This design comes from an exercise in tuning for small area, a short achievable clock period and few clock cycles on the open sky130 flow, not from production work.
Where RTL was checked, it was by simulation tests only, not by an equivalence proof against the original.
No activity file was given, so power comes from the tool's default toggle rates.

==> inputs of build 25 <==
==> flow/design.v <==
module bcc_writer (
    input  wire        clk,
    input  wire        rst,         
    input  wire        cmd_valid,
    output wire        cmd_ready,
    input  wire [31:0] cmd,
    input  wire [63:0] din,
    output wire        sout_valid,
    input  wire        sout_ready,
    output reg  [63:0] sout_data,
    output reg         rsp_valid,
    output reg  [3:0]  rsp_status,
    input  wire [3:0]  stat_sel,
    output reg  [31:0] stat_data
);
    localparam [3:0] ST_OK        = 4'd0;
    localparam [3:0] ST_INVALID   = 4'd2;
    localparam [3:0] ST_MISALIGN  = 4'd5;
    localparam [3:0] ST_ILLEGAL   = 4'd6;
    localparam [3:0] ST_CAPACITY  = 4'd7;
    localparam [3:0] ST_HALTED    = 4'd8;
    reg [255:0] ob;
    reg [5:0]  out_len;
    reg [2:0]  wr_bit;
    reg [7:0]  acc;          
    reg [1:0]  err;          
    reg [6:0]  ec_w;         
    reg [3:0]  ec_op;        
    reg [8:0]  wr_err_pos;
    reg [8:0]  wr_fields;    
    reg        taking;
    reg [1:0]  beat;
    assign cmd_ready  = ~taking;
    assign sout_valid = taking;
    wire       halted = err != 2'd0;
    wire [3:0] wr_err = {1'b0, err[1], err[0], err[1]};
    wire [8:0] wp     = {out_len, wr_bit};
    wire [8:0] room   = 9'd256 - wp;        
    wire [7:0] op   = cmd[7:0];
    wire [7:0] w    = cmd[15:8];
    wire       rsv0 = cmd[31:16] == 16'd0;
    wire       wz   = w == 8'd0;
    wire is_bits  = op == 8'h20;
    wire is_u8    = op == 8'h21;
    wire is_u16   = op == 8'h22;
    wire is_u32   = (op == 8'h23) | (op == 8'h25);
    wire is_u64   = op == 8'h24;
    wire is_skip  = op == 8'h2A;
    wire is_flush = op == 8'h2B;
    wire is_take  = op == 8'h2C;
    wire is_start = op == 8'h2F;
    wire is_u     = is_u8 | is_u16 | is_u32 | is_u64;
    wire l_bits = rsv0 & is_bits & ~wz & (w <= 8'd64);
    wire l_u    = rsv0 & wz & is_u;
    wire l_zero = rsv0 & wz & (is_skip | is_flush);
    wire l_misc = rsv0 & wz & (is_take | is_start);
    wire legal  = l_bits | l_u | l_zero | l_misc;
    wire acpt = cmd_valid & ~taking & ~rst;
    wire go   = acpt & legal & ~is_start & ~halted;
    wire clr  = rst | (acpt & rsv0 & wz & is_start);
    reg inv_b;
    integer i;
    always @(*) begin
        inv_b = 1'b0;
        for (i = 1; i < 64; i = i + 1)
            if (din[i] && i >= w[6:0]) inv_b = 1'b1;
    end
    wire nz8  = din[63:8]  != 56'd0;
    wire nz16 = din[63:16] != 48'd0;
    wire nz32 = din[63:32] != 32'd0;
    wire bad_inv = (is_bits & inv_b) | (is_u8 & nz8) | (is_u16 & nz16) | (is_u32 & nz32);
    wire bad_mis = (is_u | is_take) & (wr_bit != 3'd0);
    wire bad_cap = (is_bits & ({2'd0, w[6:0]} > room)) |
                   (is_u8   & (room < 9'd8)) |
                   (is_u16  & (room < 9'd16)) |
                   (is_u32  & (room < 9'd32)) |
                   (is_u64  & (room < 9'd64)) |
                   (is_skip & ((din[63:9] != 55'd0) | (din[8:0] > room)));
    wire bad = bad_mis | bad_inv | bad_cap;
    reg [3:0] status;
    always @(*) begin
        if (!legal)         status = ST_ILLEGAL;
        else if (is_start)  status = ST_OK;
        else if (halted)    status = ST_HALTED;
        else if (bad_mis)   status = ST_MISALIGN;
        else if (bad_inv)   status = ST_INVALID;
        else if (bad_cap)   status = ST_CAPACITY;
        else                status = ST_OK;
    end
    wire fail = go & bad;
    wire ok   = go & ~bad;
    wire tk   = ok & is_take & (out_len != 6'd0);
    reg [8:0] addend;
    always @(*) begin
        if (is_skip)       addend = din[8:0];
        else if (is_flush) addend = {6'd0, 3'd0 - wr_bit};
        else if (is_bits)  addend = {2'd0, w[6:0]};
        else if (is_u8)    addend = 9'd8;
        else if (is_u16)   addend = 9'd16;
        else if (is_u32)   addend = 9'd32;
        else               addend = 9'd64;
    end
    wire [8:0] e  = wp + addend;
    wire [2:0] ke = e[2:0];
    wire        sel_b = is_bits & ~rst;
    wire        sel_u = is_u & ~rst;
    wire [63:0] x;
    genvar g;
    generate
        for (g = 0; g < 64; g = g + 1) begin : g_x
            if (g < 7) begin : g_lo
                assign x[63 - g] = (sel_b & din[g] & (g >= ke)) |
                                   (sel_u & din[((63 - g) & ~7) + (g & 7)]);
            end else begin : g_hi
                assign x[63 - g] = (sel_b & din[g]) |
                                   (sel_u & din[((63 - g) & ~7) + (g & 7)]);
            end
        end
    endgenerate
    wire [5:0]   ramt = wp[5:0] + (is_bits ? w[5:0] : 6'd0);
    wire [127:0] rot2 = {x, x} << ramt;
    wire [63:0]  rs   = rot2[127:64];
    wire [7:0] lane_acc = clr ? 8'd0 : acc;
    wire [63:0] wd;
    generate
        for (g = 0; g < 64; g = g + 1) begin : g_wd
            assign wd[(g & ~7) + 7 - (g & 7)] =
                rs[g] | ((out_len[2:0] == (g >> 3)) & lane_acc[7 - (g & 7)]);
        end
    endgenerate
    reg [7:0] acc_tail;
    integer k;
    always @(*) begin
        acc_tail = 8'd0;
        for (k = 0; k < 7; k = k + 1)
            if (k < ke) acc_tail[7 - k] = is_bits & din[ke - 1 - k];
    end
    wire same = e[8:3] == out_len;
    wire [6:0] kwn = {4'd0, wr_bit} + w[6:0];
    reg  [7:0] tc;
    always @(*) begin
        for (k = 0; k < 8; k = k + 1)
            tc[k] = (is_bits & (kwn[6:3] > k)) |
                    (is_u8 & (k < 1)) | (is_u16 & (k < 2)) |
                    (is_u32 & (k < 4)) | is_u64;
    end
    wire fwr = acpt & (l_bits | l_u);       
    wire zwr = acpt & l_zero;               
    wire [31:0] oh;
    wire [31:0] ben;
    generate
        for (g = 0; g < 32; g = g + 1) begin : g_en
            assign oh[g] = out_len == g;
        end
        for (g = 0; g < 32; g = g + 1) begin : g_ben
            wire [7:0] hit;
            genvar r;
            for (r = 0; r < 8; r = r + 1) begin : g_r
                if (g >= r) begin : g_y
                    assign hit[r] = oh[g - r] & tc[r];
                end else begin : g_n
                    assign hit[r] = 1'b0;
                end
            end
            assign ben[g] = clr | (fwr & (hit != 8'd0)) | (zwr & oh[g]);
        end
    endgenerate
    always @(posedge clk) begin : p_buf
        integer b;
        for (b = 0; b < 32; b = b + 1)
            if (ben[b]) ob[8*b +: 8] <= wd[8*(b % 8) +: 8];
    end
    wire [2:0] last_beat = out_len[5:3] - {2'b00, out_len[2:0] == 3'd0};
    always @(posedge clk) begin
        if (clr) begin
            out_len    <= 6'd0;
            wr_bit     <= 3'd0;
            acc        <= 8'd0;
            err        <= 2'd0;
            ec_w       <= 7'd0;
            ec_op      <= 4'd0;
            wr_err_pos <= 9'd0;
            wr_fields  <= 9'd0;
        end else begin
            if (ok & ~is_take) begin
                out_len <= e[8:3];
                wr_bit  <= e[2:0];
                acc     <= (same ? acc : 8'd0) | acc_tail;
            end
            if (ok & (is_bits | is_u))
                wr_fields <= wr_fields + 9'd1;
            if (fail) begin
                err        <= {status[2], status[1]};
                ec_w       <= w[6:0];
                ec_op      <= op[3:0];
                wr_err_pos <= wp;
            end
        end
    end
    always @(posedge clk) begin
        if (rst) begin
            taking    <= 1'b0;
            beat      <= 2'd0;
            rsp_valid <= 1'b0;
        end else if (taking) begin
            rsp_valid <= 1'b0;
            if (sout_ready) begin
                beat <= beat + 2'd1;
                if ({1'b0, beat} == last_beat) begin
                    taking    <= 1'b0;
                    rsp_valid <= 1'b1;
                end
            end
        end else begin
            beat      <= 2'd0;
            taking    <= tk;
            rsp_valid <= acpt & ~tk;
        end
    end
    always @(posedge clk)
        rsp_status <= taking ? ST_OK : status;
    always @(*) begin
        case (beat)
            2'd0:    sout_data = ob[63:0];
            2'd1:    sout_data = ob[127:64];
            2'd2:    sout_data = ob[191:128];
            default: sout_data = ob[255:192];
        endcase
    end
    always @(*) begin
        case (stat_sel)
            4'h8:    stat_data = {26'd0, out_len};
            4'h9:    stat_data = {24'd0, acc};
            4'hA:    stat_data = {29'd0, wr_bit};
            4'hB:    stat_data = {28'd0, wr_err};
            4'hC:    stat_data = {17'd0, ec_w, 2'b00, halted, 1'b0, ec_op};
            4'hD:    stat_data = {23'd0, wr_err_pos};
            4'hE:    stat_data = {23'd0, wr_fields};
            default: stat_data = 32'd0;
        endcase
    end
endmodule
==> flow/run.sh <==
#!/bin/bash
# synth_recipe.tcl (not shown) runs the flow's synth.tcl, then flattens the netlist and writes it again
# the make line also repeats each setting of config.mk as NAME=value (left out here)
make -C /OpenROAD-flow-scripts/flow DESIGN_CONFIG=/design/flow/config.mk WORK_HOME=/design/flow/orfs CLKGATE_MAP_FILE= SYNTH_SCRIPT=/design/flow/synth_recipe.tcl finish
==> flow/config.mk <==
export PLATFORM = sky130hd
export DESIGN_NAME = bcc_writer
export DESIGN_NICKNAME = bcc_writer
export VERILOG_FILES = /design/flow/design.v
export SDC_FILE = /design/flow/constraint.sdc
export NUM_CORES = 8
export LEC_CHECK = 0
export CAP_MARGIN = 20
export CORE_MARGIN = 2
export CORE_UTILIZATION = 25
export PLACE_DENSITY = 0.45
export SETUP_SLACK_MARGIN = 5
export SLEW_MARGIN = 20
==> flow/constraint.sdc <==
create_clock -name core_clock -period 12.0 [get_ports {clk}]
set_input_delay 2.4000 -clock core_clock [delete_from_list [all_inputs] [get_ports {clk}]]
set_output_delay 2.4000 -clock core_clock [all_outputs]
set_load 0.01 [all_outputs]
==> build 31 (differences from build 25) <==
--- a/flow/design.v
+++ b/flow/design.v
@@ -28,3 +28,2 @@
     reg [3:0]  ec_op;        
-    reg [8:0]  wr_err_pos;
     reg [8:0]  wr_fields;    
@@ -38,2 +37,3 @@
     wire [8:0] room   = 9'd256 - wp;        
+    wire [8:0] wr_err_pos = halted ? wp : 9'd0;
     wire [7:0] op   = cmd[7:0];
@@ -103,3 +103,3 @@
     wire [8:0] e  = wp + addend;
-    wire [2:0] ke = e[2:0];
+    wire [2:0] ke = wr_bit + w[2:0];        
     wire        sel_b = is_bits & ~rst;
@@ -142,3 +142,3 @@
         for (k = 0; k < 8; k = k + 1)
-            tc[k] = (is_bits & (kwn[6:3] > k)) |
+            tc[k] = (is_bits & (kwn[6:3] > k)) | ((is_skip | is_flush) & (k < 1)) |
                     (is_u8 & (k < 1)) | (is_u16 & (k < 2)) |
@@ -146,4 +146,3 @@
     end
-    wire fwr = acpt & (l_bits | l_u);       
-    wire zwr = acpt & l_zero;               
+    wire fwr = acpt & (l_bits | l_u | l_zero);
     wire [31:0] oh;
@@ -164,3 +163,3 @@
             end
-            assign ben[g] = clr | (fwr & (hit != 8'd0)) | (zwr & oh[g]);
+            assign ben[g] = clr | (fwr & (hit != 8'd0));
         end
@@ -181,3 +180,2 @@
             ec_op      <= 4'd0;
-            wr_err_pos <= 9'd0;
             wr_fields  <= 9'd0;
@@ -195,3 +193,2 @@
                 ec_op      <= op[3:0];
-                wr_err_pos <= wp;
             end
==> flow/flow/run.sh (new file) <==
#!/bin/bash
set -euo pipefail
MARGIN=6
sed "s/CLKGATE_MAP_FILE= /CLKGATE_MAP_FILE= SETUP_SLACK_MARGIN=$MARGIN /" standard.sh > standard_margin.sh
grep -q "SETUP_SLACK_MARGIN=$MARGIN" standard_margin.sh
bash standard_margin.sh > make.log 2>&1
==> flow/standard.sh (new file) <==
#!/bin/bash
# synth_recipe.tcl (not shown) runs the flow's synth.tcl, then flattens the netlist and writes it again
# the make line also repeats each setting of config.mk as NAME=value (left out here)
make -C /OpenROAD-flow-scripts/flow DESIGN_CONFIG=/design/flow/config.mk WORK_HOME=/design/flow/orfs CLKGATE_MAP_FILE= SYNTH_SCRIPT=/design/flow/synth_recipe.tcl "${@:-finish}"
--- a/flow/config.mk
+++ b/flow/config.mk
@@ -7,7 +7,7 @@
 export LEC_CHECK = 0
+export ABC_AREA = 1
 export CAP_MARGIN = 20
 export CORE_MARGIN = 2
-export CORE_UTILIZATION = 25
-export PLACE_DENSITY = 0.45
-export SETUP_SLACK_MARGIN = 5
+export CORE_UTILIZATION = 40
+export PLACE_DENSITY = 0.6
 export SLEW_MARGIN = 20
removed: flow/run.sh
==> build 13 (differences from build 25) <==
--- a/flow/design.v
+++ b/flow/design.v
@@ -103,3 +103,3 @@
     wire [8:0] e  = wp + addend;
-    wire [2:0] ke = e[2:0];
+    wire [2:0] ke = wr_bit + w[2:0];        
     wire        sel_b = is_bits & ~rst;
==> flow/flow/run.sh (new file) <==
#!/bin/bash
set -euo pipefail
MARGIN=6
sed "s/CLKGATE_MAP_FILE= /CLKGATE_MAP_FILE= SETUP_SLACK_MARGIN=$MARGIN /" standard.sh > standard_margin.sh
grep -q "SETUP_SLACK_MARGIN=$MARGIN" standard_margin.sh
bash standard_margin.sh > make.log 2>&1
==> flow/standard.sh (new file) <==
#!/bin/bash
# synth_recipe.tcl (not shown) runs the flow's synth.tcl, then flattens the netlist and writes it again
# the make line also repeats each setting of config.mk as NAME=value (left out here)
make -C /OpenROAD-flow-scripts/flow DESIGN_CONFIG=/design/flow/config.mk WORK_HOME=/design/flow/orfs CLKGATE_MAP_FILE= SYNTH_SCRIPT=/design/flow/synth_recipe.tcl "${@:-finish}"
--- a/flow/config.mk
+++ b/flow/config.mk
@@ -7,2 +7,3 @@
 export LEC_CHECK = 0
+export ABC_AREA = 1
 export CAP_MARGIN = 20
@@ -11,3 +12,2 @@
 export PLACE_DENSITY = 0.45
-export SETUP_SLACK_MARGIN = 5
 export SLEW_MARGIN = 20
removed: flow/run.sh
==> build 83 (differences from build 25) <==
--- a/flow/design.v
+++ b/flow/design.v
@@ -28,3 +28,2 @@
     reg [3:0]  ec_op;        
-    reg [8:0]  wr_err_pos;
     reg [8:0]  wr_fields;    
@@ -38,2 +37,3 @@
     wire [8:0] room   = 9'd256 - wp;        
+    wire [8:0] wr_err_pos = halted ? wp : 9'd0;
     wire [7:0] op   = cmd[7:0];
@@ -103,3 +103,3 @@
     wire [8:0] e  = wp + addend;
-    wire [2:0] ke = e[2:0];
+    wire [2:0] ke = wr_bit + w[2:0];        
     wire        sel_b = is_bits & ~rst;
@@ -142,3 +142,3 @@
         for (k = 0; k < 8; k = k + 1)
-            tc[k] = (is_bits & (kwn[6:3] > k)) |
+            tc[k] = (is_bits & (kwn[6:3] > k)) | ((is_skip | is_flush) & (k < 1)) |
                     (is_u8 & (k < 1)) | (is_u16 & (k < 2)) |
@@ -146,21 +146,21 @@
     end
-    wire fwr = acpt & (l_bits | l_u);       
-    wire zwr = acpt & l_zero;               
-    wire [31:0] oh;
+    wire fwr = acpt & (l_bits | l_u | l_zero);
+    wire [15:0] tc2 = {tc, tc} << out_len[2:0];
+    wire [7:0]  rtc = tc2[15:8];
+    wire [7:0] pj, qj;
+    wire [3:0] fa, fb;
+    generate
+        for (g = 0; g < 8; g = g + 1) begin : g_pq
+            assign pj[g] = (g >= out_len[2:0]) & rtc[g];
+            assign qj[g] = (g <  out_len[2:0]) & rtc[g];
+        end
+        for (g = 0; g < 4; g = g + 1) begin : g_f
+            assign fa[g] = fwr & (out_len[5:3] == g);
+            assign fb[g] = fwr & (out_len[5:3] == g - 1);
+        end
+    endgenerate
     wire [31:0] ben;
     generate
-        for (g = 0; g < 32; g = g + 1) begin : g_en
-            assign oh[g] = out_len == g;
-        end
         for (g = 0; g < 32; g = g + 1) begin : g_ben
-            wire [7:0] hit;
-            genvar r;
-            for (r = 0; r < 8; r = r + 1) begin : g_r
-                if (g >= r) begin : g_y
-                    assign hit[r] = oh[g - r] & tc[r];
-                end else begin : g_n
-                    assign hit[r] = 1'b0;
-                end
-            end
-            assign ben[g] = clr | (fwr & (hit != 8'd0)) | (zwr & oh[g]);
+            assign ben[g] = clr | (fa[g / 8] & pj[g % 8]) | (fb[g / 8] & qj[g % 8]);
         end
@@ -181,3 +181,2 @@
             ec_op      <= 4'd0;
-            wr_err_pos <= 9'd0;
             wr_fields  <= 9'd0;
@@ -195,3 +194,2 @@
                 ec_op      <= op[3:0];
-                wr_err_pos <= wp;
             end
==> flow/flow/run.sh (new file) <==
#!/bin/bash
set -euo pipefail
EXTRA="SETUP_SLACK_MARGIN=6 'BUFFER_PORTS_ARGS=-buffer_cell sky130_fd_sc_hd__buf_1'"
sed "s/CLKGATE_MAP_FILE= /CLKGATE_MAP_FILE= $EXTRA /" standard.sh > standard_tuned.sh
grep -q "SETUP_SLACK_MARGIN=6" standard_tuned.sh
bash standard_tuned.sh > make.log 2>&1
==> flow/standard.sh (new file) <==
#!/bin/bash
# synth_recipe.tcl (not shown) runs the flow's synth.tcl, then flattens the netlist and writes it again
# the make line also repeats each setting of config.mk as NAME=value (left out here)
make -C /OpenROAD-flow-scripts/flow DESIGN_CONFIG=/design/flow/config.mk WORK_HOME=/design/flow/orfs CLKGATE_MAP_FILE= SYNTH_SCRIPT=/design/flow/synth_recipe.tcl "${@:-finish}"
--- a/flow/config.mk
+++ b/flow/config.mk
@@ -7,7 +7,9 @@
 export LEC_CHECK = 0
+export ABC_AREA = 1
 export CAP_MARGIN = 20
 export CORE_MARGIN = 2
-export CORE_UTILIZATION = 25
-export PLACE_DENSITY = 0.45
-export SETUP_SLACK_MARGIN = 5
+export CORE_UTILIZATION = 40
+export CTS_CLUSTER_DIAMETER = 100
+export CTS_CLUSTER_SIZE = 25
+export PLACE_DENSITY = 0.6
 export SLEW_MARGIN = 20
removed: flow/run.sh
==> out/metrics.yaml <==
outcome:
  status: "finished clean"
power:
  seq_power_mw: 1.18
  ir_drop_mv: 0.0757
  comb_power_share_pct: 11.4
final_layout:
  synthToLayoutAreaGrowth_pct: 7.52
  multi_input_area_share_pct: 52.3
  n_all_buffers: 215
  nMultiInputCombCells: 2576
global_route:
  use_met3_pct: 3.92
  grt_usage_pct: 28.9
clock_network:
  insertion_delay_ns: 0.53
Source of the figures above: build 83

==> out/metrics.yaml <==
outcome:
  status: "finished clean"
global_route:
  grt_usage_pct: 33.9
  use_met3_pct: 5.16
final_layout:
  multiInputGateArea_um2: 13200
  n_all_buffers: 263
  multi_input_area_share_pct: 48.4
  synthToLayoutAreaGrowth_pct: 19.1
power:
  seq_power_mw: 1.18
  ir_drop_mv: 0.0821
  comb_power_share_pct: 11.2
sta:
  finalMaxSlewViolations: 0
logic_synthesis:
  synth_cell_type_count: 58
  synth_edf_count: 256
min_path:
  hp-class: "flip-flop to flip-flop"
Source of the figures above: build 31

==> out/metrics.yaml <==
critical_path:
  crit_cells: 17
die:
  initial_core_util_pct: 25.1
  ios: 207
global_route:
  grt_usage_pct: 21.7
  use_met3_pct: 2.47
final_layout:
  largest_reg_flops: 256
  n_all_buffers: 241
  synthToLayoutAreaGrowth_pct: 19.9
  layout.nonclk_buf_share_pct: 8.26
  nMultiInputCombCells: 2766
min_path:
  holdPathStages: 2
logic_synthesis:
  synth_commonest_cells: "975 x nand2_1, 826 x nand3_1, 256 x edfxtp_1"
power:
  comb_power_share_pct: 11.0
  seq_power_mw: 1.21
outcome:
  status: "finished clean"
clock_network:
  insertion_delay_ns: 0.57
Source of the figures above: build 13

==> out/metrics.yaml <==
outcome:
  status: "finished clean"
final_layout:
  fin_area_um2: 31500
  multi_input_area_share_pct: 53.0
  multiInputGateArea_um2: 16700
  nMultiInputCombCells: 2166
  synthToLayoutAreaGrowth_pct: 19.1
global_route:
  gr-usage-met2_pct: 33.5
  use_met3_pct: 2.80
  grt_usage_pct: 21.5
power:
  comb_power_share_pct: 15.5
  ir_drop_mv: 0.0860
  seq_power_mw: 1.22
die:
  die_area_um2: 109000
clock_network:
  insertion_delay_ns: 0.58
Source of the figures above: build 25

Testbench counts of build 31, summed over its fixed seeds: cycles 15,014.
Testbench counts of build 83, summed over its fixed seeds: cycles 15,014.
Function not checked in build 25 and build 13: the RTL went through the layout flow alone.

-- separate check: timing with driven ports --
No port has a modelled driver above. Below, the same layouts with a new extraction and two added sets of constraints. Step 1 sets driving cells, clkbuf_16 on the clock port and buf_2 on the other inputs (assumed; they add their load-dependent delay and slew). Step 2 moves the port delays by t, midway between the first and last clock arrival at a register: inputs arrive t later, outputs are due t later. That takes back most of the time a late clock gives input paths. Three values: no drivers, after step 1, after step 2; two values: the first two.
| run | shift t [ns] | setup WS [ns] | hold WS [ns] | pins driven straight from the clock port |
|---|---|---|---|---|
| build 25 | 0.641 | 5.082 / 5.122 / 4.481 | 0.457 / 0.457 / 0.457 | 1 |
| build 31 | 0.615 | 6.060 / 6.020 / 5.522 | 0.456 / 0.456 / 0.456 | 1 |
| build 13 | 0.619 | 6.075 / 6.059 / 5.496 | 0.456 / 0.456 / 0.456 | 1 |
| build 83 | 0.576 | 6.139 / 6.117 / 5.652 | 0.458 / 0.458 / 0.458 | 1 |
After both steps every run listed still meets setup and hold. For build 25, which loses most, drivers alone change the setup slack by +0.040 ns; drivers and shift together by -0.601 ns.
